What follows belongs to an exercise in optimizing a design on an open flow for small area, a short achievable clock period and few clock cycles; a production flow would make more cautious choices. Only simulation tests tie the RTL to the original design; equivalence was not proved. Power is estimated from default activity; no workload was simulated.

==> design/flow/config.mk <==
export PLATFORM = sky130hd
export DESIGN_NAME = esbf
export DESIGN_NICKNAME = esbf
export VERILOG_FILES = /design/flow/design.v
export SDC_FILE = /design/flow/constraint.sdc
export NUM_CORES = 4
export LEC_CHECK = 0
export CAP_MARGIN = 20
export CORE_MARGIN = 2
export CORE_UTILIZATION = 50
export CTS_BUF_LIST = sky130_fd_sc_hd__clkbuf_8
export CTS_CLUSTER_DIAMETER = 50
export CTS_CLUSTER_SIZE = 18
export PLACE_DENSITY = 0.6
export SLEW_MARGIN = 20
==> design/flow/constraint.sdc <==
create_clock -name core_clock -period 9.0 [get_ports {clk}]
set_input_delay 1.8000 -clock core_clock [delete_from_list [all_inputs] [get_ports {clk}]]
set_output_delay 1.8000 -clock core_clock [all_outputs]
set_load 0.01 [all_outputs]
==> design/flow/design.v <==
module esbf (
    input  wire       clk,
    input  wire       rst,         
    input  wire       in_valid,
    output wire       in_ready,
    input  wire [7:0] in_data,
    input  wire       in_last,
    output wire       out_valid,
    input  wire       out_ready,
    output wire [7:0] out_data,
    output wire       out_last
);
    localparam RL = 37;                  
    localparam [3:0] O_ILL   = 4'd0;
    localparam [3:0] O_INIT  = 4'd1;
    localparam [3:0] O_LOAD  = 4'd2;
    localparam [3:0] O_UPDB  = 4'd3;
    localparam [3:0] O_UPDN  = 4'd4;
    localparam [3:0] O_CREAD = 4'd5;
    localparam [3:0] O_BUILD = 4'd6;
    localparam [3:0] O_CHECK = 4'd7;
    localparam [3:0] O_FREAD = 4'd8;
    localparam [3:0] O_INFO  = 4'd9;
    localparam [1:0] K_CRC   = 2'd1;
    localparam [1:0] K_FRAME = 2'd2;
    localparam [1:0] K_INFO  = 2'd3;
    localparam [3:0] R_ST    = 4'd15;    
    function [15:0] step1;
        input [15:0] c;
        begin
            step1 = {c[14:0], 1'b0} ^ (c[15] ? 16'h1021 : 16'h0000);
        end
    endfunction
    function [15:0] step8;
        input [15:0] c;
        integer i;
        reg [15:0] t;
        begin
            t = c;
            for (i = 0; i < 8; i = i + 1)
                t = {t[14:0], 1'b0} ^ (t[15] ? 16'h1021 : 16'h0000);
            step8 = t;
        end
    endfunction
    function [5:0] inc37;
        input [5:0] x;
        begin
            inc37 = (x == RL - 1) ? 6'd0 : x + 6'd1;
        end
    endfunction
    reg [15:0] crc_r;
    reg        held;                     
    reg [1:0]  fstat;
    reg [2:0]  alen_a;
    reg [5:0]  plen_a;
    reg        c2_a;                     
    reg [7:0]  chan_a;
    reg [15:0] cw;                       
    reg        pre;                      
    reg [15:0] ca;                       
    reg        pren;                     
    reg        cpend;                    
    reg [8*RL-1:0] ring;
    reg        ir;                       
    reg        ie;                       
    reg [2:0]  ac;                       
    reg [3:0]  opc;
    reg [7:0]  rem_a, rem_p;             
    reg        aok, pok, cok;
    reg        fdone;                    
    reg [1:0]  post;                     
    reg [5:0]  wq;                       
    reg        sv, sl;
    reg [7:0]  sd;
    reg        s_dat, s_first, s_lastd, s_rxh, s_rxl;
    reg [1:0]  s_tap;
    reg        tr;                       
    reg        mh, ml;                   
    reg        pend;                     
    reg        busy;                     
    reg [5:0]  p0;                       
    reg        ov, ol;
    reg [7:0]  od;
    reg [1:0]  rk;                       
    reg [3:0]  ri;                       
    reg [2:0]  rs;                       
    reg [5:0]  dc;
    reg        rdp;                      
    reg [5:0]  rp;                       
    wire acc   = in_valid & ir;
    wire opB   = (opc == O_BUILD);
    wire opC   = (opc == O_CHECK);
    wire dsec  = (opB & (ac == 3'd7)) | (opC & (ac >= 3'd4));
    wire remnz = (rem_a != 8'd0) | (rem_p != 8'd0);
    wire okdat = aok & (pok | opC);
    wire dat   = dsec & remnz & okdat;
    wire first = dat & ~fdone;
    wire lastd = dat & (((rem_a == 8'd1) & (rem_p == 8'd0)) |
                        ((rem_a == 8'd0) & (rem_p == 8'd1)));
    wire rxh   = opC & (ac >= 3'd4) & ~remnz & (post == 2'd0);
    wire rxl   = opC & (ac >= 3'd4) & ~remnz & (post == 2'd1);
    wire [5:0] nB = {3'd0, alen_a} + plen_a;
    reg  [1:0] w0;
    always @(posedge clk)
        w0 <= opC ? ~alen_a[1:0] : ((nB == 6'd37) ? 2'd0 : (2'd0 - nB[1:0]));
    wire [5:0] wq1 = inc37(wq);
    wire       x0  = ~(dat & fdone) | (wq1[5:2] == 4'd0);
    reg [3:0] dec_op;
    always @(*) begin
        case (in_data)
            8'h01: dec_op = O_INIT;
            8'h02: dec_op = O_LOAD;
            8'h03: dec_op = O_UPDB;
            8'h04: dec_op = O_UPDN;
            8'h05: dec_op = O_CREAD;
            8'h10: dec_op = O_BUILD;
            8'h11: dec_op = O_CHECK;
            8'h12: dec_op = O_FREAD;
            8'h13: dec_op = O_INFO;
            default: dec_op = O_ILL;
        endcase
    end
    wire [15:0] cwf  = tr ? step1(ca) : ca;
    wire [15:0] ca_d = step8((s_first ? 16'hffff : ca) ^ {sd, 8'h00});
    wire        pre_fin = (sv & s_dat & s_first) ? sd[7] : pren;
    wire        ml_n = (sv & s_rxl) ? (sd == cwf[7:0]) : ml;
    wire        gidle = (ri == 4'd0);
    wire        exe  = ((sv & sl) | pend) & gidle;
    reg  [2:0] x_st;         
    reg  [1:0] x_kind;       
    always @(*) begin
        x_st   = 3'd0;
        x_kind = 2'd0;
        case (opc)
            O_INIT, O_CREAD:
                if (ac == 3'd1) x_kind = K_CRC; else x_st = 3'd4;
            O_LOAD, O_UPDN:
                if (ac == 3'd3) x_kind = K_CRC; else x_st = 3'd4;
            O_UPDB:
                if (ac == 3'd2) x_kind = K_CRC; else x_st = 3'd4;
            O_BUILD:
                if ((ac != 3'd7) | remnz) x_st = 3'd1;
                else if (~(aok & pok & cok)) x_st = 3'd2;
                else x_kind = K_FRAME;
            O_CHECK:
                if (ac < 3'd3) x_st = 3'd4;
                else if (post != 2'd2) x_st = 3'd1;
                else if (~(aok & cok)) x_st = 3'd2;
                else if (~(mh & ml_n)) x_st = 3'd3;
                else x_kind = K_FRAME;
            O_FREAD:
                if (ac == 3'd1) x_kind = held ? K_FRAME : 2'd0; else x_st = 3'd4;
            O_INFO:
                if (ac == 3'd1) x_kind = K_INFO; else x_st = 3'd4;
            default: x_st = 3'd4;
        endcase
    end
    wire        updf   = ((opc == O_UPDB) & (ac == 3'd2)) |
                         ((opc == O_UPDN) & (ac == 3'd3));
    wire        x_upd  = exe & updf;
    wire        e_on   = x_upd | busy;
    wire [15:0] e_c    = crc_r ^ {(x_upd ? rem_p : 8'd0), 8'd0};
    wire        e_ge8  = (rem_a[7:3] != 5'd0);
    wire        e_nz   = (rem_a != 8'd0);
    wire [15:0] e_r    = e_ge8 ? step8(e_c) : (e_nz ? step1(e_c) : e_c);
    wire [7:0]  e_left = e_ge8 ? rem_a - 8'd8 : (e_nz ? rem_a - 8'd1 : 8'd0);
    wire        busy_n = e_on & (rem_a != 8'd0) & (rem_a != 8'd1) & (rem_a != 8'd8);
    wire       free   = ~ov | out_ready;
    wire       algn   = (rp[1:0] == 2'd0);
    wire [7:0] tap    = ring[8*{rp[5:2], 2'b00} +: 8];
    reg  [7:0] info_b;
    always @(*) begin
        case (ri)
            4'd1: info_b = {6'd0, fstat};
            4'd2: info_b = held ? {5'd0, alen_a} : 8'd0;
            4'd3: info_b = held ? {2'd0, plen_a} : 8'd0;
            4'd4: info_b = held ? {6'd0, c2_a, ~c2_a} : 8'd0;
            4'd5: info_b = held ? chan_a : 8'd0;
            4'd6: info_b = held ? cw[15:8] : 8'd0;
            4'd7: info_b = held ? cw[7:0] : 8'd0;
            4'd9: info_b = held ? {2'd0, nB + 6'd3} : 8'd0;
            default: info_b = 8'd0;
        endcase
    end
    reg  [7:0] g_d;
    reg        g_v, g_l, g_ld;
    reg  [3:0] g_ri;
    always @(*) begin
        g_d = 8'd0; g_v = 1'b1; g_l = 1'b0; g_ld = 1'b0;
        g_ri = ri + 4'd1;
        if (ri == R_ST) begin
            g_d  = {5'd0, rs};
            g_l  = (rk == 2'd0);
            g_ri = 4'd1;
        end else case (rk)
            K_CRC: begin
                g_d = (ri == 4'd1) ? crc_r[15:8] : crc_r[7:0];
                g_v = ~busy;
                g_l = (ri == 4'd2);
                if (busy) g_ri = ri;
            end
            K_INFO: begin
                g_d = info_b;
                g_l = (ri == 4'd9);
            end
            default: begin  
                case (ri)
                    4'd1: g_d = pre ? 8'haa : 8'h55;
                    4'd2: begin
                        g_d  = tap;
                        g_v  = algn;
                        g_ld = algn;
                        g_ri = (algn && dc == 6'd1) ? 4'd3 : 4'd2;
                    end
                    4'd3: g_d = cw[15:8];
                    default: begin g_d = cw[7:0]; g_l = 1'b1; end
                endcase
            end
        endcase
        if (g_v & g_l) g_ri = 4'd0;
    end
    reg  [3:0] ri_n;
    reg  [1:0] rk_n;
    always @(*) begin
        ri_n = ri;
        rk_n = rk;
        if (exe) begin
            rk_n = x_kind;
            if (free) ri_n = (x_kind == 2'd0) ? 4'd0 : 4'd1;
            else      ri_n = R_ST;
        end else if (free & ~gidle)
            ri_n = g_ri;
    end
    wire       ie_set = (exe | busy) & ~busy_n;
    wire       ie_n   = (ie & ~(acc & in_last)) | ie_set;
    wire [2:0] ac_n   = exe ? 3'd0 : ((acc & (ac != 3'd7)) ? ac + 3'd1 : ac);
    wire       dsec_n = (opB & (ac_n == 3'd7)) | (opC & (ac_n >= 3'd4));
    reg        gsafe;
    always @(posedge clk)
        gsafe <= (ri == 4'd2) & (rp <= 6'd32) & ({1'b0, rp} >= {1'b0, dc} + 7'd2);
    wire       dsafe  = gidle | (rk != K_FRAME) | (ri == 4'd3) | (ri == 4'd4) |
                        ((ri == 4'd2) & gsafe);
    wire       info_a = ~gidle & (rk == K_INFO);
    wire       ir_n   = ie_n & (acc | x0) & ~(dsec_n & ~dsafe) &
                        ~((ac_n != 3'd0) & info_a);
    wire [5:0] p0_n = (sv & s_dat & s_first) ? {4'd0, s_tap} : inc37(p0);
    always @(posedge clk) begin
        ring <= {ring[8*RL-9:0], ring[8*RL-1 -: 8]};
        if (sv & s_dat) begin
            case (s_tap)
                2'd0: ring[7:0]   <= sd;
                2'd1: ring[15:8]  <= sd;
                2'd2: ring[23:16] <= sd;
                2'd3: ring[31:24] <= sd;
            endcase
        end
        if (sv & s_dat)
            ca <= ca_d;
        else if (tr)
            ca <= step1(ca);
        if (sv & s_dat & s_first)
            pren <= sd[7];
        if (cpend & ~tr & ~(sv & s_dat)) begin
            cw    <= ca;
            cpend <= 1'b0;
        end
        if (sv & s_rxh)
            mh <= (sd == cwf[15:8]);
        if (sv & s_rxl)
            ml <= (sd == cwf[7:0]);
        p0 <= p0_n;
        if (rdp)
            rp <= (free & g_ld) ? rp : inc37(rp);
        else
            rp <= p0_n;
        if (acc) begin
            sd      <= in_data;
            sl      <= in_last;
            s_dat   <= dat;
            s_first <= first;
            s_lastd <= lastd;
            s_rxh   <= rxh;
            s_rxl   <= rxl;
            s_tap   <= first ? w0 : wq[1:0];
        end
        wq <= (acc & dat) ? (first ? {4'd0, w0} : wq) : wq1;
        ac <= ac_n;
        if (acc) begin
            case (ac)
                3'd0: opc <= dec_op;
                3'd1: begin
                    rem_p <= in_data;
                    rem_a <= 8'd8;               
                    if (opB) chan_a <= in_data;
                end
                3'd2: begin
                    if (opC) begin
                        rem_a  <= 8'd11;
                        alen_a <= rem_p[2:0];
                        aok    <= (rem_p >= 8'd1) & (rem_p <= 8'd5);
                        cok    <= (in_data == 8'd1) | (in_data == 8'd2);
                        c2_a   <= (in_data == 8'd2);
                        plen_a <= 6'd11;
                        chan_a <= 8'd0;
                    end else begin
                        rem_a  <= in_data;
                        if (opB) begin
                            alen_a <= in_data[2:0];
                            aok    <= (in_data >= 8'd1) & (in_data <= 8'd5);
                        end
                    end
                end
                3'd3: if (opB) begin
                    rem_p  <= in_data;
                    plen_a <= in_data[5:0];
                    pok    <= (in_data <= 8'd32);
                end
                3'd6: if (opB) begin
                    cok  <= (in_data == 8'd1) | (in_data == 8'd2);
                    c2_a <= (in_data == 8'd2);
                end
                default: ;
            endcase
            if (dsec & remnz) begin
                if (rem_a != 8'd0) rem_a <= rem_a - 8'd1;
                else               rem_p <= rem_p - 8'd1;
            end
            if (dat) fdone <= 1'b1;
            if (opC & (ac >= 3'd4) & ~remnz & (post != 2'd2))
                post <= post + 2'd1;
        end
        if (e_on) begin
            crc_r <= e_r;
            rem_a <= e_left;
        end
        busy <= busy_n;
        sv   <= acc;
        tr   <= sv & s_dat & s_lastd;
        if (sv & sl & ~gidle) pend <= 1'b1;
        if (exe) begin
            pend  <= 1'b0;
            fdone <= 1'b0;
            post  <= 2'd0;
            case (opc)
                O_INIT:  if (ac == 3'd1) crc_r <= 16'hffff;
                O_LOAD:  if (ac == 3'd3) crc_r <= {rem_p, rem_a};
                O_BUILD, O_CHECK: if ((opc == O_BUILD) | (ac >= 3'd3)) begin
                    fstat <= x_st[1:0];
                    held  <= (x_kind == K_FRAME);
                    if (x_kind == K_FRAME) begin
                        cpend <= 1'b1;
                        pre   <= pre_fin;
                    end
                end
                default: ;
            endcase
        end
        ri <= ri_n;
        rk <= rk_n;
        if (exe) begin
            rs  <= x_st;
            dc  <= nB;
            rdp <= 1'b0;
            if (free) begin
                od <= {5'd0, x_st};
                ov <= 1'b1;
                ol <= (x_kind == 2'd0);
            end
        end else if (free) begin
            if (~gidle) begin
                ov <= g_v;
                if (g_v) begin
                    od <= g_d;
                    ol <= g_l;
                end
                if (g_ld) dc <= dc - 6'd1;
                if (rk == K_FRAME)
                    rdp <= (g_ri == 4'd2);
            end else
                ov <= 1'b0;
        end
        ie <= ie_n;
        ir <= ir_n;
        if (rst) begin
            crc_r <= 16'hffff;
            held  <= 1'b0;
            fstat <= 2'd0;
            ir    <= 1'b1;
            ie    <= 1'b1;
            ac    <= 3'd0;
            fdone <= 1'b0;
            post  <= 2'd0;
            sv    <= 1'b0;
            tr    <= 1'b0;
            pend  <= 1'b0;
            cpend <= 1'b0;
            busy  <= 1'b0;
            ov    <= 1'b0;
            ol    <= 1'b0;
            ri    <= 4'd0;
            rdp   <= 1'b0;
        end
    end
    assign in_ready  = ir;
    assign out_valid = ov;
    assign out_data  = od;
    assign out_last  = ol;
endmodule
==> design/flow/flow/run.sh <==
#!/bin/bash
set -euo pipefail
bash standard.sh SETUP_SLACK_MARGIN=6.3 "BUFFER_PORTS_ARGS=-buffer_cell sky130_fd_sc_hd__buf_4" finish > standard.log 2>&1
==> design/flow/standard.sh <==
#!/bin/bash
# synth_recipe.tcl (not shown) runs the flow's synth.tcl, then flattens the netlist and writes it again
# the make line also repeats each setting of config.mk as NAME=value (left out here)
make -C /OpenROAD-flow-scripts/flow DESIGN_CONFIG=/design/flow/config.mk WORK_HOME=/design/flow/orfs CLKGATE_MAP_FILE= SYNTH_SCRIPT=/design/flow/synth_recipe.tcl "${@:-finish}"
==> summary.md, run 1 <==
| Metric | Value |
|---|---|
| IO buf count | 23 |
| Filler cells | 3093 |
| CP Capture Type | primary output |
| First-pass GRT wire length | 74.79 mm |
| Core Area | 36350 um^2 |
| Post-synth EDFFs | 106 |
| Largest net degree at the start of global routing | 31 |
| Multi-input logic area | 7774 um^2 |
| Worst Tran Pin Value | 912.1 ps |
| Min setup slack post-route | 5947 ps |
| Num CTS Buffers | 44 |
| Max Cap Viol | 0 |
| Net Count, Synth | 1708 |
| Pint | 0.003672 W |
| Critical path type | reg2out |
| Clock network fraction of design power | 24.7% |
| Hold_buf cts | 0 |
| Die Width | 195.5 um |
| Iter 0 DRT Violations | 1186 |
| Post-route cell area | 20750 um^2 |
| Primary FF master, synth | dfxtp_1 |
| CTS tree | done |
| CTS root buf | clkbuf_8 |
| Vias | 12950 |
| Final setup fails | 0 |
| Worst-path fanout max | 1 |
| Synth async-reset ratio | 0% |
| Post-Synthesis Cells | 1654 |
| Placer Congestion | 0.9672 |
| IO Count | 24 |
| Pre-antenna DRT Iters | 8 |
| GRT overflow | 0 |
| CP cell instances | buf_6 |
| Status | timing/DRC/antenna clean |
| Share of layout cells above drive strength 1 | 19.87% |
| Crit path time final | 3053 ps |
| Fin crit share | 33.92% |
| Mapped cell area | 18330 um^2 |
| Initial antenna violation count | 0 |
| Die footprint | 38200 um^2 |
| Synth area leader | dfxtp_1 |
| Pleak | 7.790 nW |
| Post-synth cell types | 94 |
| DRT Wirelength | 49.18 mm |
| Post-DRT Antenna Nets | 0 |
| Drc violations | 0 |
| Slowest CP cell | edfxtp_1 |
| Post-Place Cell Area | 18830 um^2 |
| Final hold violations | 0 |
| Site row count | 70 |
| Routed WL per cell | 22.41 um |
| Crit path DAT | 1250 ps |
| Psw | 0.001845 W |
| Hold WC Path Type | reg2reg |
| Vias in the first global route | 12510 |
| Yosys Warn Count | 1 |
| DP HPWL | 33.65 mm |
| Critical path startpoint category | flip-flop |
| Final Max Slew Viols | 0 |
| Pre-CTS setup slack | 5570 ps |
| RSZ-0062 raised after global routing | true |
| Total global-route track usage | 25.66% |
| Cell with the most instances after synthesis | dfxtp_1 |
| Synthesis-to-layout area growth | 13.24% |
| Worst IR Drop VDD | 0.1477 mV |
| CTS H-tree depth | 2 |
| Pwr Total | 0.005517 W |
| Yosys reg bits | 468 |
| Clk_skew | 41.98 ps |
| Most common library cells after synthesis | 362 x dfxtp_1, 128 x nor2_1, 119 x nand2_1, 106 x edfxtp_1, 88 x a21oi_1 |
| Diode count | 0 |
| Setup TNS | 0 ps |
| Clock Pin Slew Worst Setup and Hold Paths | 100 ps |
| Layout Nets | 1750 |
| Clk sink count | 468 |
| Sequential cell area | 10450 um^2 |
| Starting density of the core | 50.43% |
| Power Dens Cells | 265.8 nW/um^2 |
| Crit path largest cell delay | 470 ps |
| Slew margin rel. | 39.07% |
| Seq pwr share | 49.5% |
| Mean Syn Cell Area | 11.08 um^2 |
| Sequential area share after synthesis | 56.90% |
| Delay-heaviest family, CP | flip-flops |
| CP bufs+invs | 1 |
| Clock buffer depth | 3 |
| Gate power share | 25.9% |
| Net Sw Frac | 33.44% |
| Max Freq | 327.5 MHz |
| Top cells by area, synth | dfxtp_1 40%, edfxtp_1 17%, xnor2_1 3.1%, ha_1 2.7%, mux2_2 2.7% |
| Die Y | 195.5 um |
| Via/cell ratio | 5.904 |
| Skew-Pair Late Insertion Delay | 660 ps |
| Yosys top cell area share | 39.54% |
| Data required time at the worst endpoint | 7200 ps |
registers in the layout (all words and copies together), names as in the netlist, 3 cells and up:
signal / count
ac: 3
alen_a: 3
ca: 16
chan_a: 8
crc_r: 16
cw: 16
dc: 6
od: 8
opc: 4
p0: 6
plen_a: 6
rem_a: 8
rem_p: 8
ri: 4
ring: 296
rp: 6
rs: 3
sd: 8
wq: 6
path summary, 6_finish.rpt:
path / cells past startpoint / to / from / slack, ps
worst max-delay path: 1 / out_data[0] / od[0] / 5950
worst min-delay path: 0 / ring[153] / ring[145] / 320
worst max register to register: 6 / od[0] / rem_a[5] / 6310
worst min register to register: 0 / ring[153] / ring[145] / 320
per-stage QoR:
| stage | hold WS [ps] | std cells | utilization, % |
|---|---|---|---|
| after floorplan | 309.6 | 1654 | - |
| after global placement | 309.8 | 2051 | 51.79 |
| after detailed placement | 312.1 | 2052 | 51.81 |
| after CTS | 320.5 | 2154 | 55.62 |
| after global routing | 318.7 | 2194 | 57.10 |
| final | 318.6 | 2194 | 57.10 |
layer usage:
metal	global-route usage, %	vias up	part of all wire (%)
met4	9.556	0	3.3
met1	36.08	6307	45
met3	5.959	100	8.1
met2	38.66	532	44
li1	-	6014	-
met5	0	-	0
cells in the final DEF (no fill, tap or decap), types with 16 or more instances in the layout:
master	n
dfxtp_1	353
nor2_1	117
nand2_1	111
edfxtp_1	106
a21oi_1	86
buf_4	78
xnor2_1	62
xor2_1	54
o21ai_0	51
clkbuf_8	46
mux2_2	44
inv_1	40
nand3_1	33
ha_1	28
mux2i_1	25
nor3_1	24
and2_1	22
a211oi_1	18
mux4_2	16
power groups by stage:
| stage | sequential (W) | clock [W] | combinational [W] |
|---|---|---|---|
| 6_report | 0.00273 | 0.00136 | 0.00143 |
| 5_1_grt | 0.00276 | 0.00148 | 0.00156 |
| 4_1_cts | 0.00273 | 0.00140 | 0.00131 |
| 3_5_place_dp | 0.00278 | 0 | 0.00122 |
| 3_3_place_gp | 0.00278 | 0 | 0.00120 |
| 2_1_floorplan | 0.00263 | 0 | 0.000976 |
cell type report:
| class | count | share of cell area, % |
|---|---|---|
| Clock inverter | 30 | 1.495 |
| Multi-Input combinational cell | 1043 | 37.45 |
| Timing Repair inverter | 1 | 0.02411 |
| Clock buffer | 46 | 3.050 |
| Timing Repair Buffer | 96 | 4.009 |
| Sequential cell | 468 | 50.33 |
| Inverter | 42 | 0.8138 |
| Tap cell | 468 | 2.821 |
kinds of logic after synthesis:
| group | share of synthesized area (%) |
|---|---|
| muxes | 6.089 |
| adders and majority gates | 2.840 |
| AOI/OAI and AO/OA | 12.72 |
| xor gates and xnor gates | 5.959 |
| and+or+nand+nor | 12.23 |
| DFF | 56.90 |
| buffers and inverters | 3.256 |
what timing repair did:
item | in CTS | in global routing
resized for setup | 68 | 45
pin swaps | 12 | 12
setup endpoints to repair | 104 | 98
buffers inserted | 25 | 38
gates cloned | 1 | 2
Testbench counts, summed over its fixed seeds: cycles 22,202.
==> run 2, diff against run 1 <==
--- a/design/flow/design.v
+++ b/design/flow/design.v
@@ -84,6 +84,10 @@
     reg [1:0]  rk;                       
     reg [3:0]  ri;                       
     reg [2:0]  rs;                       
+    reg        pv;                       
+    reg [1:0]  pk;                       
+    reg [5:0]  pdc;                      
+    reg        cdefer;                   
     reg [5:0]  dc;
     reg        rdp;                      
     reg [5:0]  rp;                       
@@ -125,7 +129,16 @@
     wire        pre_fin = (sv & s_dat & s_first) ? sd[7] : pren;
     wire        ml_n = (sv & s_rxl) ? (sd == cwf[7:0]) : ml;
     wire        gidle = (ri == 4'd0);
-    wire        exe  = ((sv & sl) | pend) & gidle;
+    wire        crcmod = (opc == O_INIT) | (opc == O_LOAD) | (opc == O_UPDB) |
+                         (opc == O_UPDN);
+    wire        frmod  = (opc == O_BUILD) | ((opc == O_CHECK) & (ac >= 3'd3));
+    wire        early  = ~gidle & ~pv & (ri != R_ST) &
+                         ~(crcmod & (rk == K_CRC)) &
+                         ~(frmod & (rk == K_INFO));
+    wire        exe    = ((sv & sl) | pend) & ((gidle & ~pv) | early);
+    wire        exe_d  = exe & gidle;
+    wire        exe_q  = exe & ~gidle;
+    wire        pstart = pv & (gidle | (free & (g_ri == 4'd0)));
     reg  [2:0] x_st;         
     reg  [1:0] x_kind;       
     always @(*) begin
@@ -224,10 +237,13 @@
     always @(*) begin
         ri_n = ri;
         rk_n = rk;
-        if (exe) begin
+        if (exe_d) begin
             rk_n = x_kind;
             if (free) ri_n = (x_kind == 2'd0) ? 4'd0 : 4'd1;
             else      ri_n = R_ST;
+        end else if (pstart) begin
+            rk_n = pk;
+            ri_n = R_ST;
         end else if (free & ~gidle)
             ri_n = g_ri;
     end
@@ -238,9 +254,10 @@
     reg        gsafe;
     always @(posedge clk)
         gsafe <= (ri == 4'd2) & (rp <= 6'd32) & ({1'b0, rp} >= {1'b0, dc} + 7'd2);
-    wire       dsafe  = gidle | (rk != K_FRAME) | (ri == 4'd3) | (ri == 4'd4) |
-                        ((ri == 4'd2) & gsafe);
-    wire       info_a = ~gidle & (rk == K_INFO);
+    wire       dsafe  = ~(pv & (pk == K_FRAME)) &
+                        (gidle | (rk != K_FRAME) | (ri == 4'd3) | (ri == 4'd4) |
+                         ((ri == 4'd2) & gsafe));
+    wire       info_a = (~gidle & (rk == K_INFO)) | (pv & (pk == K_INFO));
     wire       ir_n   = ie_n & (acc | x0) & ~(dsec_n & ~dsafe) &
                         ~((ac_n != 3'd0) & info_a);
     wire [5:0] p0_n = (sv & s_dat & s_first) ? {4'd0, s_tap} : inc37(p0);
@@ -260,8 +277,9 @@
             ca <= step1(ca);
         if (sv & s_dat & s_first)
             pren <= sd[7];
-        if (cpend & ~tr & ~(sv & s_dat)) begin
+        if (cpend & ~cdefer & ~tr & ~(sv & s_dat)) begin
             cw    <= ca;
+            pre   <= pren;
             cpend <= 1'b0;
         end
         if (sv & s_rxh)
@@ -336,7 +354,7 @@
         busy <= busy_n;
         sv   <= acc;
         tr   <= sv & s_dat & s_lastd;
-        if (sv & sl & ~gidle) pend <= 1'b1;
+        if (sv & sl & ~exe) pend <= 1'b1;
         if (exe) begin
             pend  <= 1'b0;
             fdone <= 1'b0;
@@ -348,8 +366,9 @@
                     fstat <= x_st[1:0];
                     held  <= (x_kind == K_FRAME);
                     if (x_kind == K_FRAME) begin
-                        cpend <= 1'b1;
-                        pre   <= pre_fin;
+                        cpend  <= 1'b1;
+                        cdefer <= exe_q & (rk == K_FRAME);
+                        if (exe_d) pre <= pre_fin;
                     end
                 end
                 default: ;
@@ -357,7 +376,19 @@
         end
         ri <= ri_n;
         rk <= rk_n;
-        if (exe) begin
+        if (exe_q) begin
+            rs  <= x_st;
+            pk  <= x_kind;
+            pv  <= 1'b1;
+            pdc <= nB;
+        end
+        if (pstart) begin
+            pv     <= 1'b0;
+            cdefer <= 1'b0;
+            dc     <= pdc;
+            rdp    <= 1'b0;
+        end
+        if (exe_d) begin
             rs  <= x_st;
             dc  <= nB;
             rdp <= 1'b0;
@@ -393,6 +424,7 @@
             sv    <= 1'b0;
             tr    <= 1'b0;
             pend  <= 1'b0;
+            pv    <= 1'b0;
             cpend <= 1'b0;
             busy  <= 1'b0;
             ov    <= 1'b0;
--- a/design/flow/config.mk
+++ b/design/flow/config.mk
@@ -8,8 +8,5 @@
 export CAP_MARGIN = 20
 export CORE_MARGIN = 2
 export CORE_UTILIZATION = 50
-export CTS_BUF_LIST = sky130_fd_sc_hd__clkbuf_8
-export CTS_CLUSTER_DIAMETER = 50
-export CTS_CLUSTER_SIZE = 18
 export PLACE_DENSITY = 0.6
 export SLEW_MARGIN = 20
==> run 2 against run 1 <==
Effect of this change:
- critical path depth unchanged
- combinational power about the same
- die area increased by 3.5%
- synthesized cell count increased by 5.4%
==> summary.md, run 2 <==
| Metric | Value |
|---|---|
| Status | timing/DRC/antenna clean (unchanged) |
| CP bufs+invs | 1 (unchanged) |
| RSZ-0062 raised after global routing | true (unchanged) |
| CP Capture Type | primary output (unchanged) |
| Die footprint | 39540 um^2 (was 38200 um^2) |
| Clk sink count | 478 (was 468) |
| First-pass GRT wire length | 79.83 mm (was 74.79 mm) |
| Setup TNS | 0 ps (unchanged) |
| Num CTS Buffers | 47 (was 44) |
| Delay-heaviest family, CP | flip-flops (unchanged) |
| Largest net degree at the start of global routing | 31 (unchanged) |
| Synthesis-to-layout area growth | 19.93% (was 13.24%) |
| Reg2reg setup slack | 6250 ps (was 6310 ps) |
| CTS tree | done (unchanged) |
| DRT Wirelength | 52.24 mm (was 49.18 mm) |
| Hold WC Path Type | reg2reg (unchanged) |
| Synth area leader | dfxtp_1 (unchanged) |
| Clk_skew | 21.92 ps (was 41.98 ps) |
| Gate power share | 22.9% (was 25.9%) |
| Primary FF master, synth | dfxtp_1 (unchanged) |
| Synth async-reset ratio | 0% (unchanged) |
| CTS H-tree depth | 2 (unchanged) |
| DP HPWL | 34.52 mm (was 33.65 mm) |
| Pleak | 8.683 nW (was 7.790 nW) |
| Worst-path fanout max | 1 (unchanged) |
| Mapped cell area | 18980 um^2 (was 18330 um^2) |
| Initial antenna violation count | 1 (was 0) |
| Hold Path Sink | ring[56] (was ring[153]) |
| Core Area | 37490 um^2 (was 36350 um^2) |
| Vias | 14010 (was 12950) |
| Die Y | 198.9 um (was 195.5 um) |
| Max reg flops | 296 (unchanged) |
| Critical path type | reg2out (unchanged) |
| Yosys top cell area share | 39.12% (was 39.54%) |
| GRT overflow | 0 (unchanged) |
| Post-synth cell types | 91 (was 94) |
| Starting density of the core | 50.64% (was 50.43%) |
| Crit path from | od[6] (was od[0]) |
| CP cell instances | buf_6 (unchanged) |
| Clock Pin Slew Worst Setup and Hold Paths | 60 ps (was 100 ps) |
| Skew-Pair Late Insertion Delay | 590 ps (was 660 ps) |
| Worst IR Drop VDD | 0.1968 mV (was 0.1477 mV) |
| Site row count | 71 (was 70) |
| Worst Tran Pin Value | 919.1 ps (was 912.1 ps) |
| Data required time at the worst endpoint | 7200 ps (about the same) |
| Critical path startpoint category | flip-flop (unchanged) |
| Reg-to-Reg Start | ac[0] (was rem_a[5]) |
| Cell with the most instances after synthesis | dfxtp_1 (unchanged) |
| Max Cap Viol | 0 (unchanged) |
| Drc violations | 0 (unchanged) |
| Net Sw Frac | 30.43% (was 33.44%) |
| Hold path cells | 0 (unchanged) |
| IO Count | 24 (unchanged) |
| Pre-CTS setup slack | 4504 ps (was 5570 ps) |
| Yosys Warn Count | 1 (unchanged) |
| Post-Synthesis Cells | 1744 (was 1654) |
| Iter 0 DRT Violations | 1547 (was 1186) |
| Worst r2r path cells | 10 (was 6) |
| Min setup slack post-route | 6075 ps (was 5947 ps) |
| Routed WL per cell | 21.96 um (was 22.41 um) |
| Clock buffer depth | 3 (unchanged) |
| Crit path largest cell delay | 400 ps (was 470 ps) |
| Die Width | 198.9 um (was 195.5 um) |
| Reg2Reg Capture Point | crc_r[3] (was od[0]) |
| Final Max Slew Viols | 0 (unchanged) |
| Final setup fails | 0 (unchanged) |
| Fin crit share | 32.50% (was 33.92%) |
| Via/cell ratio | 5.887 (was 5.904) |
| Pint | 0.004254 W (was 0.003672 W) |
| Power Dens Cells | 268.6 nW/um^2 (was 265.8 nW/um^2) |
| Net Count, Synth | 1798 (was 1708) |
| Most flop-heavy register | ring (unchanged) |
| CTS root buf | clkbuf_16 (was clkbuf_8) |
| Most common library cells after synthesis | 371 x dfxtp_1, 136 x nand2_1, 114 x nor2_1, 107 x edfxtp_1, 97 x a21oi_1 (was 362 x dfxtp_1, 128 x nor2_1, 119 x nand2_1, 106 x edfxtp_1, 88 x a21oi_1) |
| Yosys reg bits | 478 (was 468) |
| Post-DRT Antenna Nets | 0 (unchanged) |
| Clock network fraction of design power | 32.4% (was 24.7%) |
| Vias in the first global route | 13370 (was 12510) |
| Post-synth EDFFs | 107 (was 106) |
| Sequential area share after synthesis | 56.05% (was 56.90%) |
| Placer Congestion | 0.9377 (was 0.9672) |
| IO buf count | 23 (unchanged) |
| Mean Syn Cell Area | 10.88 um^2 (was 11.08 um^2) |
| Crit path time final | 2925 ps (was 3053 ps) |
| Pre-antenna DRT Iters | 6 (was 8) |
| Layout Nets | 1884 (was 1750) |
| Slowest CP cell | edfxtp_1 (unchanged) |
| Most frequent cells in the layout | 359 x dfxtp_1, 129 x nand2_1, 120 x buf_4 (was 353 x dfxtp_1, 117 x nor2_1, 111 x nand2_1) |
| Hold path start | ring[48] (was ring[145]) |
| Slew margin rel. | 38.39% (was 39.07%) |
| Max Freq | 341.9 MHz (was 327.5 MHz) |
| Total global-route track usage | 26.56% (was 25.66%) |
| Top cells by area, synth | dfxtp_1 39%, edfxtp_1 17%, mux2_2 3.1%, xnor2_1 2.9%, nand2_1 2.7% (was dfxtp_1 40%, edfxtp_1 17%, xnor2_1 3.1%, ha_1 2.7%, mux2_2 2.7%) |
| Crit path DAT | 1130 ps (was 1250 ps) |
| Most common cell after layout, fill and taps aside | dfxtp_1 (unchanged) |
| Final hold violations | 0 (unchanged) |
| Share of layout cells above drive strength 1 | 23.34% (was 19.87%) |
| Psw | 0.001861 W (was 0.001845 W) |
| Diode count | 0 (unchanged) |
| Seq pwr share | 44.8% (was 49.5%) |
| Filler cells | 3113 (was 3093) |
run 2: cell types whose count changed after synthesis, moves of 9 or more:
cell / before / now
a21oi_1: 88 / 97
a22oi_1: 15 / 26
and2_1: 26 / 11
dfxtp_1: 362 / 371
nand2_1: 119 / 136
nand3_1: 35 / 53
nor2_1: 128 / 114
nor3_1: 26 / 47
o21ai_0: 55 / 77
o221ai_1: 14 / 4
xor2_1: 56 / 44
run 2: cells by family (layout without fill, tap and decap cells):
kind of cell,count (synthesis),count (layout),share of synthesized area [%]
flip-flops,478,478,56.05
buffers and inverters,155,278,3.256
adder cells (fa/ha/maj),42,42,2.795
XOR/XNOR,111,111,5.418
AO/OA/AOI/OAI,376,377,13.14
multiplexers,103,103,6.835
AND/OR/NAND/NOR,479,479,12.50
run 2: per-layer routing:
metal / vias to the layer above / track usage [%] / part of all wire, %
met1: 6819 / 38.93 / 46
met2: 600 / 39.89 / 43
met3: 133 / 3.984 / 7.5
met4: 0 / 9.480 / 3.5
li1: 6454 / - / -
met5: - / 0 / 0
run 2: worst reg2reg max path, delay by kind of cell (launching register included):
kind | cells | cell delay (ps)
AOI/OAI and AO/OA | 5 | 1140
and+or+nand+nor | 2 | 620
DFF | 1 | 370
adders and majority gates | 2 | 360
buffers and inverters | 1 | 150
run 2: cell type report:
type / instances / area, um^2 / area share, %
clock buffer: 70 / 1436 / 6.309
clock inverter: 17 / 157.7 / 0.6925
timing repair inverter: 2 / 13.76 / 0.06045
multi-input combinational: 1112 / 8434 / 37.05
sequential: 478 / 10670 / 46.88
tap: 511 / 639.4 / 2.808
timing repair buffer: 143 / 1206 / 5.298
inverter: 46 / 206.4 / 0.9068
run 2: stage by stage:
stage                     std cells  instance area (um^2)  total power [W]  utilization, %  hold WS, ps
final                          2379                 22770         0.006115           60.73        316.2
after global routing           2379                 22770         0.006401           60.73        323.5
after CTS                      2330                 22120         0.006048           58.99        314.3
after detailed placement       2184                 19660         0.003962           52.44        312.1
after global placement         2184                 19660         0.003943           52.44        310.2
after floorplan                1744                 19160         0.003578               -        309.6
run 2: timing repair:
item | CTS | global route
endpoints found under the setup margin | 145 | 78
hold buffers | 0 | 0
gates resized for setup | 103 | 64
buffers inserted | 56 | 46
pin swaps | 20 | 18
gates cloned | 3 | 2
run 2: power groups by stage:
stage	clock, W	combinational (W)	sequential, W
after detailed placement	0	0.00118	0.00278
after global routing	0.00210	0.00153	0.00277
final	0.00198	0.00140	0.00274
after CTS	0.00202	0.00129	0.00273
after floorplan	0	0.000932	0.00265
after global placement	0	0.00117	0.00278
run 2: worst max path at each step:
stage	to	slack, ps	cells after the start
global placement	crc_r[9]	4630	10
detailed placement	crc_r[9]	4500	10
finish	out_data[6]	6070	1
CTS	out_data[6]	6040	1
floorplan	ir	6010	7
global route	out_data[6]	6040	1
Testbench counts of run 2, summed over its fixed seeds: cycles 20,585.
==> run 3, diff against run 2 <==
--- a/design/flow/design.v
+++ b/design/flow/design.v
@@ -291,16 +291,14 @@
             rp <= (free & g_ld) ? rp : inc37(rp);
         else
             rp <= p0_n;
-        if (acc) begin
-            sd      <= in_data;
-            sl      <= in_last;
-            s_dat   <= dat;
-            s_first <= first;
-            s_lastd <= lastd;
-            s_rxh   <= rxh;
-            s_rxl   <= rxl;
-            s_tap   <= first ? w0 : wq[1:0];
-        end
+        sd      <= in_data;
+        sl      <= in_last;
+        s_dat   <= dat;
+        s_first <= first;
+        s_lastd <= lastd;
+        s_rxh   <= rxh;
+        s_rxl   <= rxl;
+        s_tap   <= first ? w0 : wq[1:0];
         wq <= (acc & dat) ? (first ? {4'd0, w0} : wq) : wq1;
         ac <= ac_n;
         if (acc) begin
--- a/design/flow/config.mk
+++ b/design/flow/config.mk
@@ -8,5 +8,8 @@
 export CAP_MARGIN = 20
 export CORE_MARGIN = 2
 export CORE_UTILIZATION = 50
+export CTS_BUF_LIST = sky130_fd_sc_hd__clkbuf_8
+export CTS_CLUSTER_DIAMETER = 50
+export CTS_CLUSTER_SIZE = 18
 export PLACE_DENSITY = 0.6
 export SLEW_MARGIN = 20
==> run 3 against run 2 <==
Effect of this change:
- still clean
- final cell count fell by 3.2%
- wire length fell by 2.8%
- register-to-register slack got worse by 120 ps
==> summary.md, run 3 <==
| Metric | Value |
|---|---|
| Most common library cells after synthesis | 387 x dfxtp_1, 137 x nor2_1, 132 x nand2_1, 91 x edfxtp_1, 78 x clkbuf_1 (was 371 x dfxtp_1, 136 x nand2_1, 114 x nor2_1, 107 x edfxtp_1, 97 x a21oi_1) |
| Vias | 13550 (was 14010) |
| Largest net degree at the start of global routing | 28 (was 31) |
| Share of layout cells above drive strength 1 | 27.12% (was 23.34%) |
| Critical path startpoint category | flip-flop (unchanged) |
| Slew margin rel. | 37.85% (was 38.39%) |
| Busiest layer in global routing | met2 (unchanged) |
| Critical path type | reg2out (unchanged) |
| Sequential area share after synthesis | 56.81% (was 56.05%) |
| Skew-Pair Late Insertion Delay | 640 ps (was 590 ps) |
| Die Width | 196.1 um (was 198.9 um) |
| Drc violations | 0 (unchanged) |
| Die Y | 196.1 um (was 198.9 um) |
| Util after Layout | 61.18% (was 60.73%) |
| Reg-to-Reg Start | ri[1] (was ac[0]) |
| Max Cap Viol | 0 (unchanged) |
| First-pass GRT wire length | 75.46 mm (was 79.83 mm) |
| Delay-heaviest family, CP | flip-flops (unchanged) |
| Crit path largest cell delay | 420 ps (was 400 ps) |
| Cell with the most instances after synthesis | dfxtp_1 (unchanged) |
| Clk_skew | 26.07 ps (was 21.92 ps) |
| Max reg flops | 296 (unchanged) |
| Crit path DAT | 1190 ps (was 1130 ps) |
| CTS tree | done (unchanged) |
| Clock buffer depth | 3 (unchanged) |
| Primary FF master, synth | dfxtp_1 (unchanged) |
| Diode count | 0 (unchanged) |
| Routed WL per cell | 22.03 um (was 21.96 um) |
| Crit path from | od[1] (was od[6]) |
| Starting density of the core | 50.63% (was 50.64%) |
| Met3 Use GR | 4.985% (was 3.984%) |
| M2 GR Usage | 39.24% (was 39.89%) |
| Max Freq | 335.0 MHz (was 341.9 MHz) |
| Hold path start | ring[57] (was ring[48]) |
| Placer Congestion | 0.9285 (was 0.9377) |
| Hold_buf cts | 0 (unchanged) |
| Vias in the first global route | 12710 (was 13370) |
| Synth area leader | dfxtp_1 (unchanged) |
| Final setup fails | 0 (unchanged) |
| Post-synth EDFFs | 91 (was 107) |
| Slowest CP cell | edfxtp_1 (unchanged) |
| Via/cell ratio | 5.879 (was 5.887) |
| Data required time at the worst endpoint | 7200 ps (about the same) |
| DRT Wirelength | 50.76 mm (was 52.24 mm) |
| Iter 0 DRT Violations | 1151 (was 1547) |
| Total global-route track usage | 25.64% (was 26.56%) |
| CTS root buf | clkbuf_8 (was clkbuf_16) |
| CTS H-tree depth | 2 (unchanged) |
| Yosys Warn Count | 1 (unchanged) |
| Yosys reg bits | 478 (unchanged) |
| Layout Nets | 1864 (was 1884) |
| Most frequent cells in the layout | 375 x dfxtp_1, 133 x buf_4, 123 x nor2_1 (was 359 x dfxtp_1, 129 x nand2_1, 120 x buf_4) |
| Final hold violations | 0 (unchanged) |
| Hold WC Path Type | reg2reg (unchanged) |
| Post-synth cell types | 81 (was 91) |
| Core Area | 36430 um^2 (was 37490 um^2) |
| Clock Pin Slew Worst Setup and Hold Paths | 110 ps (was 60 ps) |
| CP Capture Type | primary output (unchanged) |
| Crit path time final | 2985 ps (was 2925 ps) |
| IO buf count | 23 (unchanged) |
| IO Count | 24 (unchanged) |
| Fin crit share | 33.17% (was 32.50%) |
| CP cell instances | buf_6 (unchanged) |
| Worst-path fanout max | 1 (unchanged) |
| Setup TNS | 0 ps (unchanged) |
| Power Dens Cells | 214.3 nW/um^2 (was 268.6 nW/um^2) |
| Pre-antenna DRT Iters | 7 (was 6) |
| GRT overflow | 0 (unchanged) |
| Status | timing/DRC/antenna clean (unchanged) |
| CP bufs+invs | 1 (unchanged) |
| Net Count, Synth | 1740 (was 1798) |
| RSZ-0062 raised after global routing | true (unchanged) |
| Site row count | 70 (was 71) |
| Post-Synthesis Cells | 1686 (was 1744) |
| Synthesis-to-layout area growth | 20.84% (was 19.93%) |
| Yosys top cell area share | 42.00% (was 39.12%) |
| Initial antenna violation count | 1 (unchanged) |
| Worst Tran Pin Value | 927.2 ps (was 919.1 ps) |
| Top cells by area, synth | dfxtp_1 42%, edfxtp_1 15%, xnor2_1 3.1%, mux2_2 2.8%, nor2_1 2.8% (was dfxtp_1 39%, edfxtp_1 17%, mux2_2 3.1%, xnor2_1 2.9%, nand2_1 2.7%) |
| Most flop-heavy register | ring (unchanged) |
| Pleak | 8.575 nW (was 8.683 nW) |
| Synth async-reset ratio | 0% (unchanged) |
| Mean Syn Cell Area | 10.94 um^2 (was 10.88 um^2) |
| Clk sink count | 478 (unchanged) |
| Num CTS Buffers | 43 (was 47) |
| DP HPWL | 33.53 mm (was 34.52 mm) |
| Worst IR Drop VDD | 0.1300 mV (was 0.1968 mV) |
| Met1 Track Usage GR | 36.32% (was 38.93%) |
| Post-DRT Antenna Nets | 0 (unchanged) |
| Die footprint | 38450 um^2 (was 39540 um^2) |
| Final Max Slew Viols | 0 (unchanged) |
| Mapped cell area | 18450 um^2 (was 18980 um^2) |
| Most common cell after layout, fill and taps aside | dfxtp_1 (unchanged) |
run 3: layer usage:
| metal | part of all wire, % | vias to the layer above |
|---|---|---|
| li1 | - | 6275 |
| met4 | 3.7 | 2 |
| met3 | 6.5 | 124 |
| met1 | 45 | 6639 |
| met5 | 0.026 | - |
| met2 | 44 | 506 |
run 3: final timing paths:
path                      end  slack, ps  depth (start not counted)
hold / removal       ring[65]        320                          0
setup reg to reg    crc_r[14]       6130                         13
hold reg to reg      ring[65]        320                          0
setup / recovery  out_data[1]       6010                          1
run 3: through the flow:
stage                     worst slack [ps]  cell area [um^2]  total power (W)  hold WS (ps)  std cells
final                                 6015             22290         0.004776         320.4       2304
after global routing                  5962             22290         0.004992         321.9       2304
after CTS                             5970             20960         0.004669         325.3       2234
after detailed placement              5072             19080         0.003187         312.1       2098
after global placement                5174             19080         0.003181         309.9       2098
after floorplan                       5989             18590         0.002946         309.6       1686
run 3: final cells by class:
type                            instances  area (um^2)
Inverter                               34        136.4
Clock inverter                         23        271.5
Tap cell                              468        585.6
Clock buffer                           48        660.6
Sequential cell                       478        10510
Timing Repair Buffer                  177         1595
Fill cell                            2994        14140
Multi-Input combinational cell       1076         8531
run 3: power breakdown:
group	leakage (nW)	total, W	switching (W)	internal [W]
clock network	0.491	0.00139	0.000743	0.000648
registers	3.97	0.00243	0.000135	0.00229
logic	4.12	0.000956	0.000520	0.000436
run 3: worst register-to-register path: cells and delay by family, from the launching register on:
family | cells | cell delay, ps
adder cells (fa/ha/maj) | 1 | 140
AO/OA/AOI/OAI | 3 | 630
AND/OR/NAND/NOR | 4 | 960
buffers and inverters | 4 | 510
flip-flops | 1 | 380
XOR/XNOR | 1 | 140
run 3: kinds of logic after synthesis:
family	count (synthesis)	synth area share [%]
mux	97	6.660
compound gates	354	12.89
simple gates	462	12.05
flops	478	56.81
buf+inv	132	2.815
fa+ha+maj	41	2.821
xor+xnor	122	5.955
run 3: what timing repair did:
item / in CTS / in global routing
gates cloned: 1 / 0
pin swaps: 22 / 82
setup endpoints to repair: 130 / 88
resized for setup: 107 / 168
buffers inserted: 64 / 70
Testbench counts of run 3, summed over its fixed seeds: cycles 20,585.
==> run 4, diff against run 3 <==
--- a/design/flow/config.mk
+++ b/design/flow/config.mk
@@ -8,8 +8,8 @@
 export CAP_MARGIN = 20
 export CORE_MARGIN = 2
 export CORE_UTILIZATION = 50
-export CTS_BUF_LIST = sky130_fd_sc_hd__clkbuf_8
-export CTS_CLUSTER_DIAMETER = 50
-export CTS_CLUSTER_SIZE = 18
+export CTS_BUF_LIST = sky130_fd_sc_hd__clkbuf_16
+export CTS_CLUSTER_DIAMETER = 80
+export CTS_CLUSTER_SIZE = 30
 export PLACE_DENSITY = 0.6
 export SLEW_MARGIN = 20
==> run 4 against run 3 <==
Effect of this change:
- register-to-register slack improved by 70 ps
- count of clock-buffer cells in the layout is 22 lower
- sequential power is essentially flat
- critical path depth did not move
- highest routed layer is now met4
- wire length fell by 2.7%
- clock skew decreased by 5.0 ps
- sequential share of layout area rose by 0.85 points
==> summary.md, run 4 <==
| Metric | Value |
|---|---|
| Site row count | 70 (unchanged) |
| Die Width | 196.1 um (unchanged) |
| Worst Tran Pin Value | 926.1 ps (was 927.2 ps) |
| Mapped cell area | 18450 um^2 (unchanged) |
| Most common cell after layout, fill and taps aside | dfxtp_1 (unchanged) |
| Worst-path fanout max | 1 (unchanged) |
| Setup TNS | 0 ps (unchanged) |
| Primary FF master, synth | dfxtp_1 (unchanged) |
| Hold WC Path Type | reg2reg (unchanged) |
| Yosys top cell area share | 42.00% (unchanged) |
| Max Freq | 337.8 MHz (was 335.0 MHz) |
| Power Dens Cells | 216.0 nW/um^2 (was 214.3 nW/um^2) |
| Synth async-reset ratio | 0% (unchanged) |
| CTS H-tree depth | 1 (was 2) |
| Yosys reg bits | 478 (unchanged) |
| Hold_buf cts | 0 (unchanged) |
| Gate power share | 20.5% (was 20.0%) |
| CP cell instances | buf_6 (unchanged) |
| Slowest CP cell | edfxtp_1 (unchanged) |
| CTS root buf | clkbuf_16 (was clkbuf_8) |
| Yosys Warn Count | 1 (unchanged) |
| Core Area | 36430 um^2 (unchanged) |
| DRT Wirelength | 49.40 mm (was 50.76 mm) |
| Largest net degree at the start of global routing | 32 (was 28) |
| Critical path type | reg2out (unchanged) |
| Hold path start | ring[50] (was ring[57]) |
| CTS tree | done (unchanged) |
| Data required time at the worst endpoint | 7200 ps (about the same) |
| Net Sw Frac | 29.53% (was 29.28%) |
| Hold path cells | 0 (unchanged) |
| Reg2reg setup slack | 6200 ps (was 6130 ps) |
| Pint | 0.003332 W (was 0.003378 W) |
| Clk sink count | 478 (unchanged) |
| Crit path time final | 2960 ps (was 2985 ps) |
| Total global-route track usage | 25.31% (was 25.64%) |
| Delay-heaviest family, CP | flip-flops (unchanged) |
| IO Count | 24 (unchanged) |
| Synthesis-to-layout area growth | 18.67% (was 20.84%) |
| Worst IR Drop VDD | 0.1554 mV (was 0.1300 mV) |
| Multi-input logic area | 8371 um^2 (was 8531 um^2) |
| Skew-Pair Late Insertion Delay | 600 ps (was 640 ps) |
| Pre-antenna DRT Iters | 5 (was 7) |
| Final setup fails | 0 (unchanged) |
| Sequential cell area | 10510 um^2 (about the same) |
| Drc violations | 0 (unchanged) |
| CP bufs+invs | 1 (unchanged) |
| Reg-to-Reg Start | opc[3] (was ri[1]) |
| Fin crit share | 32.89% (was 33.17%) |
| GRT overflow | 0 (unchanged) |
| Critical path depth in cells | 1 (unchanged) |
| Synth area leader | dfxtp_1 (unchanged) |
| Sequential area share after synthesis | 56.81% (unchanged) |
| Via/cell ratio | 5.877 (was 5.879) |
| Post-synth cell types | 81 (unchanged) |
| Status | timing/DRC/antenna clean (unchanged) |
| Psw | 0.001396 W (was 0.001399 W) |
| Seq pwr share | 51.2% (was 50.9%) |
| Filler cells | 3049 (was 2994) |
| Vias | 13270 (was 13550) |
| DP HPWL | 33.53 mm (unchanged) |
| Critical path startpoint category | flip-flop (unchanged) |
| First-pass GRT wire length | 75.15 mm (was 75.46 mm) |
| Max reg flops | 296 (unchanged) |
| Iter 0 DRT Violations | 1104 (was 1151) |
| Diode count | 0 (unchanged) |
| Hold Path Sink | ring[58] (was ring[65]) |
| Die footprint | 38450 um^2 (unchanged) |
| Layout Nets | 1831 (was 1864) |
| Clk_skew | 21.08 ps (was 26.07 ps) |
| Vias in the first global route | 12500 (was 12710) |
| Fin cells | 2258 (was 2304) |
| Reg2Reg Capture Point | crc_r[14] (unchanged) |
| Initial antenna violation count | 0 (was 1) |
| Util after Layout | 60.09% (was 61.18%) |
| Mean Syn Cell Area | 10.94 um^2 (unchanged) |
| Final hold violations | 0 (unchanged) |
| Placer Congestion | 0.9285 (unchanged) |
| Die Y | 196.1 um (unchanged) |
| IO buf count | 23 (unchanged) |
| Top cells by area, synth | dfxtp_1 42%, edfxtp_1 15%, xnor2_1 3.1%, mux2_2 2.8%, nor2_1 2.8% (unchanged) |
| Post-Synthesis Cells | 1686 (unchanged) |
| Worst r2r path cells | 13 (unchanged) |
| Starting density of the core | 50.63% (unchanged) |
| Most flop-heavy register | ring (unchanged) |
| Most common library cells after synthesis | 387 x dfxtp_1, 137 x nor2_1, 132 x nand2_1, 91 x edfxtp_1, 78 x clkbuf_1 (unchanged) |
| Clock network fraction of design power | 28.3% (was 29.1%) |
| RSZ-0062 raised after global routing | true (unchanged) |
| Post-synth EDFFs | 91 (unchanged) |
| Routed WL per cell | 21.88 um (was 22.03 um) |
| Most frequent cells in the layout | 376 x dfxtp_1, 129 x buf_4, 121 x nor2_1 (was 375 x dfxtp_1, 133 x buf_4, 123 x nor2_1) |
| Max Cap Viol | 0 (unchanged) |
| Crit path largest cell delay | 430 ps (was 420 ps) |
| Post-DRT Antenna Nets | 0 (unchanged) |
| Crit path DAT | 1160 ps (was 1190 ps) |
| Net Count, Synth | 1740 (unchanged) |
| Num CTS Buffers | 25 (was 43) |
| Share of layout cells above drive strength 1 | 24.47% (was 27.12%) |
| Slew margin rel. | 37.93% (was 37.85%) |
| Clock Pin Slew Worst Setup and Hold Paths | 110 ps (about the same) |
| Final Max Slew Viols | 0 (unchanged) |
| CP Capture Type | primary output (unchanged) |
| Cell with the most instances after synthesis | dfxtp_1 (unchanged) |
| Placed cell count | 2098 (unchanged) |
| Pleak | 8.393 nW (was 8.575 nW) |
| Clock buffer depth | 3 (unchanged) |
run 4: what timing repair did:
action,4_1_cts,5_1_grt
pin swaps,17,64
setup endpoints to repair,133,83
gates resized for setup,100,133
gates cloned,1,0
buffers inserted,70,49
run 4: per-layer routing:
layer,global-route usage [%],part of all wire [%],routed length (um),up-vias
li1,-,-,-,6217
met1,36.77,46,22630,6474
met2,39.99,45,22110,489
met3,2.957,6.3,3135,90
met4,7.183,3.1,1518,0
met5,0,0,0,-
run 4: kinds of logic after synthesis:
group	after synthesis	share of synthesized area [%]
adder cells (fa/ha/maj)	41	2.821
flip-flops	478	56.81
multiplexers	97	6.660
AO/OA/AOI/OAI	354	12.89
XOR/XNOR	122	5.955
AND/OR/NAND/NOR	462	12.05
buffers and inverters	132	2.815
run 4: power by group through the flow:
| stage | clock (W) | combinational [W] | sequential [W] |
|---|---|---|---|
| final | 0.00134 | 0.000968 | 0.00242 |
| after global routing | 0.00145 | 0.00105 | 0.00244 |
| after CTS | 0.00137 | 0.000835 | 0.00242 |
| after detailed placement | 0 | 0.000700 | 0.00249 |
| after global placement | 0 | 0.000697 | 0.00248 |
| after floorplan | 0 | 0.000540 | 0.00241 |
run 4: cell type report:
type / count / area share [%]
Sequential cell: 478 / 48.00
Multi-Input combinational cell: 1076 / 38.24
Timing Repair Buffer: 162 / 6.573
Clock buffer: 26 / 2.972
Tap cell: 468 / 2.675
Clock inverter: 14 / 0.9030
Inverter: 34 / 0.6401
run 4: worst reg2reg max path, cell delays in order (launching register included):
cell and delay, ps:
edfxtp_1 510, buf_4 190, nand3b_1 300, a2111oi_4 350, nor4_4 70, buf_4 160, buf_12 150, buf_8 140
buf_4 140, nand2_2 60, nor3b_1 60, a211oi_2 190, o21ai_1 90, a221o_1 290
run 4: how the worst max path moves through the flow:
| stage | end | slack [ps] | from |
|---|---|---|---|
| floorplan | dc[4] | 5990 | out_ready |
| global placement | crc_r[8] | 5170 | ac[0] |
| detailed placement | ri[0] | 5070 | ri[1] |
| CTS | out_data[1] | 6020 | od[1] |
| global route | out_data[1] | 6000 | od[1] |
| finish | out_data[1] | 6040 | od[1] |
run 4: per-stage QoR:
stage	power, W	instance area [um^2]	hold slack [ps]	setup slack (ps)
detailed placement	0.003187	19080	312.1	5072
global placement	0.003181	19080	309.9	5174
floorplan	0.002946	18590	309.6	5989
finish	0.004728	21890	318.0	6040
global route	0.004931	21890	319.1	6005
CTS	0.004621	20910	321.2	6017
==> run 5, diff against run 4 <==
==> design/flow/flow/run.sh (replaced) <==
#!/bin/bash
set -euo pipefail
bash standard.sh SETUP_SLACK_MARGIN=5.9 "BUFFER_PORTS_ARGS=-buffer_cell sky130_fd_sc_hd__buf_4" finish > standard.log 2>&1
==> run 5 against run 4 <==
Effect of this change:
- still clean
- clock power barely moved
- via count is 3.5% lower
- critical path depth increased by 4
- wire length decreased by 5.5%
- power is 3.7% lower
- critical endpoint is now plen_a[4]
- largest cell class unchanged
==> summary.md, run 5 <==
| Metric | Value |
|---|---|
| Synth async-reset ratio | 0% (unchanged) |
| Total global-route track usage | 23.91% (was 25.31%) |
| Post-synth EDFFs | 91 (unchanged) |
| Vias | 12800 (was 13270) |
| Cell with the most instances after synthesis | dfxtp_1 (unchanged) |
| Core Area | 36430 um^2 (unchanged) |
| IO buf count | 23 (unchanged) |
| Mean Syn Cell Area | 10.94 um^2 (unchanged) |
| Hold WC Path Type | reg2reg (unchanged) |
| Hold path start | ring[89] (was ring[50]) |
| Drc violations | 0 (unchanged) |
| Top cells by area, synth | dfxtp_1 42%, edfxtp_1 15%, xnor2_1 3.1%, mux2_2 2.8%, nor2_1 2.8% (unchanged) |
| Worst-path fanout max | 12 (was 1) |
| Main combinational cell family by area after synthesis | compound AO/OA/AOI/OAI gates (unchanged) |
| Die Y | 196.1 um (unchanged) |
| Post-synthesis adder-cell area fraction | 2.821% (unchanged) |
| Most flop-heavy register | ring (unchanged) |
| Post-route cell area | 20320 um^2 (was 21890 um^2) |
| Yosys top cell area share | 42.00% (unchanged) |
| Post-DRT Antenna Nets | 0 (unchanged) |
| Clock buffer depth | 3 (unchanged) |
| Via/cell ratio | 5.894 (was 5.877) |
| Most common library cells after synthesis | 387 x dfxtp_1, 137 x nor2_1, 132 x nand2_1, 91 x edfxtp_1, 78 x clkbuf_1 (unchanged) |
| Crit path from | in_valid (was od[1]) |
| Crit path largest cell delay | 470 ps (was 430 ps) |
| CP cell instances | buf_4 > nand2_1 > clkinvlp_4 > nand2_1 > nor2_1 (was buf_6) |
| Slew margin rel. | 33.45% (was 37.93%) |
| RSZ-0062 raised after global routing | true (unchanged) |
| Final hold violations | 0 (unchanged) |
| Data required time at the worst endpoint | 9230 ps (was 7200 ps) |
| Die footprint | 38450 um^2 (unchanged) |
| Reg-to-Reg Start | rem_a[5] (was opc[3]) |
| Setup TNS | 0 ps (unchanged) |
| Worst IR Drop VDD | 0.1415 mV (was 0.1554 mV) |
| Die Width | 196.1 um (unchanged) |
| Critical path startpoint category | input pin (was flip-flop) |
| Slowest CP cell | nor2_1 (was edfxtp_1) |
| Status | timing/DRC/antenna clean (unchanged) |
| GRT overflow | 0 (unchanged) |
| Synth area leader | dfxtp_1 (unchanged) |
| IO Count | 24 (unchanged) |
| Placer Congestion | 0.9429 (was 0.9285) |
| Simple-Gate Fraction of Synth Area | 12.05% (unchanged) |
| Starting density of the core | 50.63% (unchanged) |
| Yosys reg bits | 478 (unchanged) |
| Sequential area share after synthesis | 56.81% (unchanged) |
| Max Freq | 329.6 MHz (was 337.8 MHz) |
| Most used cell, CP | nand2_1 |
| CTS H-tree depth | 1 (unchanged) |
| Layout Nets | 1742 (was 1831) |
| Post-Place Cell Area | 18980 um^2 (was 19080 um^2) |
| Mux cell area share after synthesis | 6.660% (unchanged) |
| Vias in the first global route | 12230 (was 12500) |
| Site row count | 70 (unchanged) |
| Post-synth cell types | 81 (unchanged) |
| Iter 0 DRT Violations | 1038 (was 1104) |
| Most frequent cells in the layout | 380 x dfxtp_1, 133 x nor2_1, 131 x nand2_1 (was 376 x dfxtp_1, 129 x buf_4, 121 x nor2_1) |
| Max Cap Viol | 0 (unchanged) |
| Critical path type | in2reg (was reg2out) |
| Fin crit share | 33.72% (was 32.89%) |
| Yosys Warn Count | 1 (unchanged) |
| Synthesis-to-layout area growth | 10.15% (was 18.67%) |
| Net Count, Synth | 1740 (unchanged) |
| Mapped cell area | 18450 um^2 (unchanged) |
| Pre-antenna DRT Iters | 5 (unchanged) |
| Max reg flops | 296 (unchanged) |
| CP Capture Type | flip-flop (was primary output) |
| Share of layout cells above drive strength 1 | 14.45% (was 24.47%) |
| Skew-Pair Late Insertion Delay | 600 ps (about the same) |
| DP HPWL | 32.17 mm (was 33.53 mm) |
| Most common cell after layout, fill and taps aside | dfxtp_1 (unchanged) |
| Compound-Gate Fraction of Synth Area | 12.89% (unchanged) |
| XOR/XNOR Fraction of Synth Area | 5.955% (unchanged) |
| CTS root buf | clkbuf_16 (unchanged) |
| Crit path DAT | 3260 ps (was 1160 ps) |
| DRT Wirelength | 46.68 mm (was 49.40 mm) |
| Clk sink count | 478 (unchanged) |
| Primary FF master, synth | dfxtp_1 (unchanged) |
| Pleak | 7.648 nW (was 8.393 nW) |
| CTS tree | done (unchanged) |
| Post-Synthesis Cells | 1686 (unchanged) |
| Largest net degree at the start of global routing | 32 (unchanged) |
| Worst Tran Pin Value | 992.8 ps (was 926.1 ps) |
| Final Max Slew Viols | 0 (unchanged) |
| Clock Pin Slew Worst Setup and Hold Paths | 110 ps (about the same) |
| First-pass GRT wire length | 71.80 mm (was 75.15 mm) |
| Num CTS Buffers | 26 (was 25) |
| Util after Layout | 55.77% (was 60.09%) |
| Initial antenna violation count | 2 (was 0) |
| Power Dens Cells | 224.0 nW/um^2 (was 216.0 nW/um^2) |
| Clk_skew | 25.05 ps (was 21.08 ps) |
| Crit path time final | 3034 ps (was 2960 ps) |
| Final setup fails | 0 (unchanged) |
| Routed WL per cell | 21.49 um (was 21.88 um) |
-- run 5: worst paths after layout --
check | end | slack [ps] | cells after the start
hold / removal | ring[97] | 320 | 0
setup / recovery | plen_a[4] | 5970 | 5
setup reg to reg | ri[0] | 6020 | 9
hold reg to reg | ring[97] | 320 | 0
-- run 5: area by class of cell --
type | instances | area [um^2]
well taps | 468 | 585.6
multi-input cells | 1077 | 7640
fillers | 3156 | 16120
clock inverters | 17 | 254.0
inverters | 34 | 131.4
repair buffers | 71 | 566.8
diodes | 1 | 2.502
flip-flops and latches | 478 | 10490
clock buffers | 26 | 650.6
-- run 5: stage by stage --
stage / instances / setup WS [ps] / power (W) / hold slack [ps]
after CTS: 2153 / 5903 / 0.004545 / 323.1
after global routing: 2171 / 5882 / 0.004754 / 323.8
final: 2172 / 5966 / 0.004552 / 319.8
after global placement: 2097 / 5111 / 0.003158 / 309.9
after floorplan: 1686 / 5908 / 0.002931 / 309.6
after detailed placement: 2097 / 5048 / 0.003169 / 312.1
-- run 5: cells by family (layout without fill, tap and decap cells) --
logic type	after synthesis	in the layout
other cells	0	1
flops	478	478
simple gates	462	462
compound gates	354	355
mux	97	97
buf+inv	132	148
fa+ha+maj	41	41
xor+xnor	122	122
-- run 5: layer usage --
| layer | vias up | part of all wire (%) | GRT usage (%) | wire length (um) |
|---|---|---|---|---|
| met5 | - | 0.028 | 0 | 13 |
| met3 | 104 | 6.7 | 3.352 | 3139 |
| met4 | 2 | 3.3 | 8.109 | 1554 |
| met1 | 6198 | 46 | 34.33 | 21380 |
| met2 | 470 | 44 | 37.25 | 20600 |
| li1 | 6028 | - | - | - |
-- run 5: power breakdown --
group	internal [W]	total (W)	switching, W
clock network	0.000601	0.00136	0.000764
registers	0.00229	0.00244	0.000144
logic	0.000323	0.000751	0.000428
total	0.00322	0.00455	0.00134
-- run 5: critical path, delay by kind of cell --
kind | cells | cell delay [ps]
buffers and inverters | 2 | 490
and+or+nand+nor | 3 | 960
-- run 5: timing repair --
item | 4_1_cts | 5_1_grt
hold buffers | 0 | 0
endpoints found under the setup margin | 71 | 53
pin swaps | 5 | 3
hold endpoints to repair | 0 | 0
gates cloned | 0 | 2
resized for setup | 24 | 26
setup buffers | 13 | 16

separate check: timing with driven ports:
How much do the figures lean on ideal ports? The routed layouts below were timed once more, with nothing changed but the port constraints.
Step 1 (the two cells are an assumption about what drives the block):
set clk [get_ports {clk}]
set_driving_cell -lib_cell sky130_fd_sc_hd__clkbuf_16 $clk
set_driving_cell -lib_cell sky130_fd_sc_hd__buf_2 [delete_from_list [all_inputs] $clk]
Step 2 adds t to the input delays and takes it off the output delays; t is the mean of the earliest and latest rising clock arrival at the registers after step 1. Input paths then give back, and output paths get back, about the clock's delay inside the block.
Three values: no drivers, after step 1, after step 2; two values: the first two.
run	t (ns)	setup WS [ns]	worst setup path after step 2	worst data-port slew with drivers (ns)
run 1	0.690	5.947 / 5.895 / 5.654	input to register	0.04
run 2	0.640	6.075 / 6.018 / 5.702	input to register	0.03
run 3	0.684	6.015 / 5.962 / 5.721	input to register	0.03
run 4	0.639	6.040 / 5.986 / 5.759	input to register	0.03
run 5	0.639	5.966 / 5.966 / 5.353	input to register	0.04
After both steps every run listed still meets setup and hold. The setup slack of run 5, which loses most, moves by 0.000 ns with the drivers and by -0.613 ns with both steps.
